What follows belongs to an exercise in optimizing a design on an open flow for small area, a short achievable clock period and few clock cycles; a production flow would make more cautious choices.
Only simulation tests tie the RTL to the original design; equivalence was not proved.
Power is estimated from default activity; no workload was simulated.

## oob_dispatcher
module oob_dispatcher #(
    parameter NREG    = 8,      
    parameter PMAX    = 8,      
    parameter PKT_MAX = 2048    
) (
    input  wire        clk,
    input  wire        rst,
    input  wire        cfg_we,
    input  wire [7:0]  cfg_addr,
    input  wire [7:0]  cfg_data,
    input  wire        in_valid,
    output wire        in_ready,
    input  wire        in_tick,
    input  wire [7:0]  in_data,
    output reg         rsp_valid,
    input  wire        rsp_ready,
    output reg  [7:0]  rsp_data,
    output wire        oob_valid,
    input  wire        oob_ready,
    output wire [2:0]  oob_kind,
    output wire [2:0]  oob_reg,
    output wire [3:0]  oob_cid,
    output wire [11:0] oob_len,
    output wire [7:0]  oob_data
);
Settings: LEC_CHECK=0, CAP_MARGIN=20, CORE_MARGIN=2, CORE_UTILIZATION=65, PLACE_DENSITY=0.8, SLEW_MARGIN=20; clock period 16.0 ns.
standard.sh (not shown) runs the stock make flow with config.mk's settings and CLKGATE_MAP_FILE= SYNTH_SCRIPT=/design/flow/synth_recipe.tcl, a recipe that flattens the netlist after the stock synthesis.
==> flow/flow/run.sh <==
#!/bin/bash
# The standard layout (standard.sh), with three changes to how it is built:
# the port buffers are buf_2 cells instead of the resizer's default pick,
# clock tree synthesis inserts no dummy loads, and timing repair aims for
# a setup margin beyond the flow settings' range, so that it sizes the
# design's paths for a shorter period than the one it is signed off at.
# The SDC, the clock period and every other step are the standard flow's own.
set -uo pipefail
export BUFFER_PORTS_ARGS="-buffer_cell sky130_fd_sc_hd__buf_2"
export CTS_ARGS="-sink_clustering_enable -repair_clock_nets -dont_use_dummy_load -sink_clustering_size 22 -sink_clustering_max_diameter 110"
export SETUP_SLACK_MARGIN=11.6
bash standard.sh > standard.log 2>&1
Testbench counts at the start, summed over its fixed seeds: cycles 86,940.
Edit:
--- a/flow/flow/run.sh
+++ b/flow/flow/run.sh
@@ -9,4 +9,4 @@
 export BUFFER_PORTS_ARGS="-buffer_cell sky130_fd_sc_hd__buf_2"
 export CTS_ARGS="-sink_clustering_enable -repair_clock_nets -dont_use_dummy_load -sink_clustering_size 22 -sink_clustering_max_diameter 110"
-export SETUP_SLACK_MARGIN=11.6
+export SETUP_SLACK_MARGIN=12
 bash standard.sh > standard.log 2>&1
- setup slack is better by 0.048 ns
- cell count went up by 2.4%
- power went up by 0.49%
- utilization went up by 2.7 points
- non-clock buffer count went up by 82
- register-to-register slack is better by 0.22 ns
- die area stays the same
- via count went up by 3.2%
- clock skew went down by 0.014 ns
- clock power is about the same
- wire length went up by 5.0%
Edit:
--- a/flow/flow/run.sh
+++ b/flow/flow/run.sh
@@ -9,4 +9,4 @@
 export BUFFER_PORTS_ARGS="-buffer_cell sky130_fd_sc_hd__buf_2"
 export CTS_ARGS="-sink_clustering_enable -repair_clock_nets -dont_use_dummy_load -sink_clustering_size 22 -sink_clustering_max_diameter 110"
-export SETUP_SLACK_MARGIN=12
+export SETUP_SLACK_MARGIN=11.8
 bash standard.sh > standard.log 2>&1
Settings changed: CORE_UTILIZATION 65 to 75, PLACE_DENSITY 0.8 to 0.88.
Result: The changed run passed the timing, design-rule and antenna checks. Final cell count came out lower by 3.0%. Clock-buffer cell count stays the same. Non-clock buffer count came out lower by 16. Sequential share of layout area came out higher by 0.81 points. Wire length came out higher by 3.3%. Maximum frequency hardly moves. Via count came out higher by about 2.2%. Die area came out lower by 13%.
Edit:
==> flow/flow/run.sh (replaced) <==
#!/bin/bash
# The standard layout (standard.sh), with three changes to how it is built:
# the port buffers are buf_4 cells instead of the resizer's default pick,
# clock tree synthesis inserts no dummy loads, and timing repair aims for
# a setup margin beyond the flow settings' range, so that it sizes the
# design's paths for a shorter period than the one it is signed off at.
# The SDC, the clock period and every other step are the standard flow's own.
set -uo pipefail
export BUFFER_PORTS_ARGS="-buffer_cell sky130_fd_sc_hd__buf_4"
export CTS_ARGS="-sink_clustering_enable -repair_clock_nets -dont_use_dummy_load -sink_clustering_size 22 -sink_clustering_max_diameter 110"
export SETUP_SLACK_MARGIN=12
bash standard.sh > standard.log 2>&1
Settings changed: CORE_UTILIZATION 75 to 40, PLACE_DENSITY 0.88 to 0.6.
Global-route usage went down by 17 points.
Sequential power hardly moves.
Critical path depth stays the same.
Total power went up by 1.1%.
Combinational power drops by about 3%.
Routed wire length is higher by 3.0%.
Worst hold slack gets worse by 0.027 ns.
Edit:
==> flow/flow/run.sh (replaced) <==
#!/bin/bash
# The standard layout (standard.sh), with three changes to how it is built:
# the port buffers are buf_2 cells instead of the resizer's default pick,
# clock tree synthesis inserts no dummy loads, and timing repair aims for
# a setup margin beyond the flow settings' range, so that it sizes the
# design's paths for a shorter period than the one it is signed off at.
# The SDC, the clock period and every other step are the standard flow's own.
set -uo pipefail
export BUFFER_PORTS_ARGS="-buffer_cell sky130_fd_sc_hd__buf_2"
export CTS_ARGS="-sink_clustering_enable -repair_clock_nets -dont_use_dummy_load -sink_clustering_size 22 -sink_clustering_max_diameter 110"
export SETUP_SLACK_MARGIN=12
bash standard.sh > standard.log 2>&1
Settings changed: CORE_UTILIZATION 40 to 75, PLACE_DENSITY 0.6 to 0.88.
Effect:
- maximum frequency went up by 0.34%
- routed wire length goes down by 4.4%
- total power drops by 1.1%
- core utilization came out higher by 38 points
- synthesized area does not change
- design area drops by 3.4%
- clock power came out lower by about 4%
- sequential share of layout area rose by 1.9 points
- worst setup slack improved by 0.015 ns
- combinational power went down by about 1%
- clock-buffer cell count falls by 2
Edit:
Settings changed: CORE_UTILIZATION 75 to 55, PLACE_DENSITY 0.88 to 0.7.
Effect: Design area goes up by 1.8%; die area increases by 36%; via count came out lower by 4.2%.

========
Another version of the RTL of oob_dispatcher (not shown whole).
Size in the first run: about 2700 cells after synthesis, ~810 flip-flops, ~72 I/O pins, about 0.036 mm² of cells after synthesis.
==> flow/design.v (excerpt) <==
module oob_dispatcher #(
    parameter NREG    = 8,      
    parameter PMAX    = 8,      
    parameter PKT_MAX = 2048    
) (
    input  wire        clk,
    input  wire        rst,
    input  wire        cfg_we,
    input  wire [7:0]  cfg_addr,
    input  wire [7:0]  cfg_data,
    input  wire        in_valid,
    output wire        in_ready,
    input  wire        in_tick,
    input  wire [7:0]  in_data,
    output reg         rsp_valid,
    input  wire        rsp_ready,
    output reg  [7:0]  rsp_data,
    output wire        oob_valid,
    input  wire        oob_ready,
    output wire [2:0]  oob_kind,
    output wire [2:0]  oob_reg,
    output wire [3:0]  oob_cid,
    output wire [11:0] oob_len,
    output wire [7:0]  oob_data
);
export LEC_CHECK = 0
export CAP_MARGIN = 20
export CORE_MARGIN = 2
export CORE_UTILIZATION = 40
export PLACE_DENSITY = 0.6
export SETUP_SLACK_MARGIN = 5
export SLEW_MARGIN = 20
create_clock -name core_clock -period 16.0 [get_ports {clk}]
run.sh (not shown) runs the stock make flow with config.mk's settings and CLKGATE_MAP_FILE= SYNTH_SCRIPT=/design/flow/synth_recipe.tcl, a recipe that flattens the netlist after the stock synthesis.
Stock flow here: none of the scripts above is used.
The first run completed without violations.
Testbench counts at the start, summed over its fixed seeds: cycles 86,940.
Then changed:
SETUP_SLACK_MARGIN = default   (was 5)
After rerunning:
- routed wire length does not change
- global-route usage does not change
- setup slack does not change

========
oob_dispatcher with an RTL version that a note above also has.
For scale: roughly 2,600 cells after synthesis, about 810 flip-flops, roughly 0.036 mm^2 of cells after synthesis.
// oob_dispatcher
module oob_dispatcher #(
    parameter NREG    = 8,      
    parameter PMAX    = 8,      
    parameter PKT_MAX = 2048    
) (
    input  wire        clk,
    input  wire        rst,
    input  wire        cfg_we,
    input  wire [7:0]  cfg_addr,
    input  wire [7:0]  cfg_data,
    input  wire        in_valid,
    output wire        in_ready,
    input  wire        in_tick,
    input  wire [7:0]  in_data,
    output reg         rsp_valid,
    input  wire        rsp_ready,
    output reg  [7:0]  rsp_data,
    output wire        oob_valid,
    input  wire        oob_ready,
    output wire [2:0]  oob_kind,
    output wire [2:0]  oob_reg,
    output wire [3:0]  oob_cid,
    output wire [11:0] oob_len,
    output wire [7:0]  oob_data
);
==> flow/config.mk <==
export PLATFORM = sky130hd
export DESIGN_NAME = oob_dispatcher
export DESIGN_NICKNAME = oob_dispatcher
export VERILOG_FILES = /design/flow/design.v
export SDC_FILE = /design/flow/constraint.sdc
export NUM_CORES = 4
export LEC_CHECK = 0
export CAP_MARGIN = 20
export CORE_MARGIN = 2
export CORE_UTILIZATION = 65
export PLACE_DENSITY = 0.8
export SLEW_MARGIN = 20
export TNS_END_PERCENT = 0
==> flow/constraint.sdc <==
create_clock -name core_clock -period 16.0 [get_ports {clk}]
set_input_delay 3.2000 -clock core_clock [delete_from_list [all_inputs] [get_ports {clk}]]
set_output_delay 3.2000 -clock core_clock [all_outputs]
set_load 0.01 [all_outputs]
standard.sh (not shown) runs the stock make flow with config.mk's settings and CLKGATE_MAP_FILE= SYNTH_SCRIPT=/design/flow/synth_recipe.tcl, a recipe that flattens the netlist after the stock synthesis.
==> flow/flow/run.sh <==
#!/bin/bash
# The standard layout (standard.sh), with three changes to how it is built:
# the port buffers are buf_2 cells instead of the resizer's default pick,
# clock tree synthesis inserts no dummy loads, and timing repair aims for
# a setup margin beyond the flow settings' range, so that it sizes the
# design's paths for a shorter period than the one it is signed off at.
# The SDC, the clock period and every other step are the standard flow's own.
set -uo pipefail
export BUFFER_PORTS_ARGS="-buffer_cell sky130_fd_sc_hd__buf_2"
export CTS_ARGS="-sink_clustering_enable -repair_clock_nets -dont_use_dummy_load -sink_clustering_size 22 -sink_clustering_max_diameter 110"
export SETUP_SLACK_MARGIN=12.1
bash standard.sh > standard.log 2>&1
The first run produced a clean layout.
Testbench counts at the start, summed over its fixed seeds: cycles 86,940.
==> next run, changes <==
--- a/flow/flow/run.sh
+++ b/flow/flow/run.sh
@@ -10,3 +10,3 @@
 export CTS_ARGS="-sink_clustering_enable -repair_clock_nets -dont_use_dummy_load -sink_clustering_size 22 -sink_clustering_max_diameter 110"
-export SETUP_SLACK_MARGIN=12.1
+export SETUP_SLACK_MARGIN=11.8
 bash standard.sh > standard.log 2>&1
Settings changed: GPL_TIMING_DRIVEN set to 0.
Effect: The new run passed the timing, design-rule and antenna checks. Final area rises by 1.3%. Routed wire length rises by 8.1%. Combinational power grows by 8.9%.

[static timing again, ports no longer ideal]
Ports are ideal in the flow. The routed layouts listed here were re-timed in OpenROAD. Step 1, drivers: a clkbuf_16 drives clk and a buf_2 each remaining input, both assumed. Step 2, shift: input delay + t, output delay - t, t = (earliest + latest rising clock arrival at the registers) / 2. This alone moves slack from input paths to output paths. Slacks: ideal / step 1 / step 2; pairs: ideal / step 1.
run	t, ns	slack for setup (ns)	worst setup path after step 2	pins driven straight from the clock port
the first run of note 1	0.643	11.670 / 11.609 / 11.102	input to register	1
the second run of note 1	0.654	11.717 / 11.656 / 11.359	input to register	1
the third run of note 1	0.655	11.716 / 11.656 / 11.278	input to register	1
the fourth run of note 1	0.660	11.707 / 11.639 / 11.305	input to register	1
the fifth run of note 1	0.649	11.722 / 11.662 / 11.333	input to register	1
the sixth run of note 1	0.664	11.725 / 11.658 / 11.320	input to register	1
the first run of note 2	0.696	10.155 / 10.176 / 9.480	input to register	1
the second run of note 2	0.696	10.155 / 10.176 / 9.480	input to register	1
the first run of note 3	0.641	11.719 / 11.656 / 11.268	input to register	1
the second run of note 3	0.655	11.640 / 11.640 / 11.175	input to register	1
After both steps setup and hold are still met in every run listed.
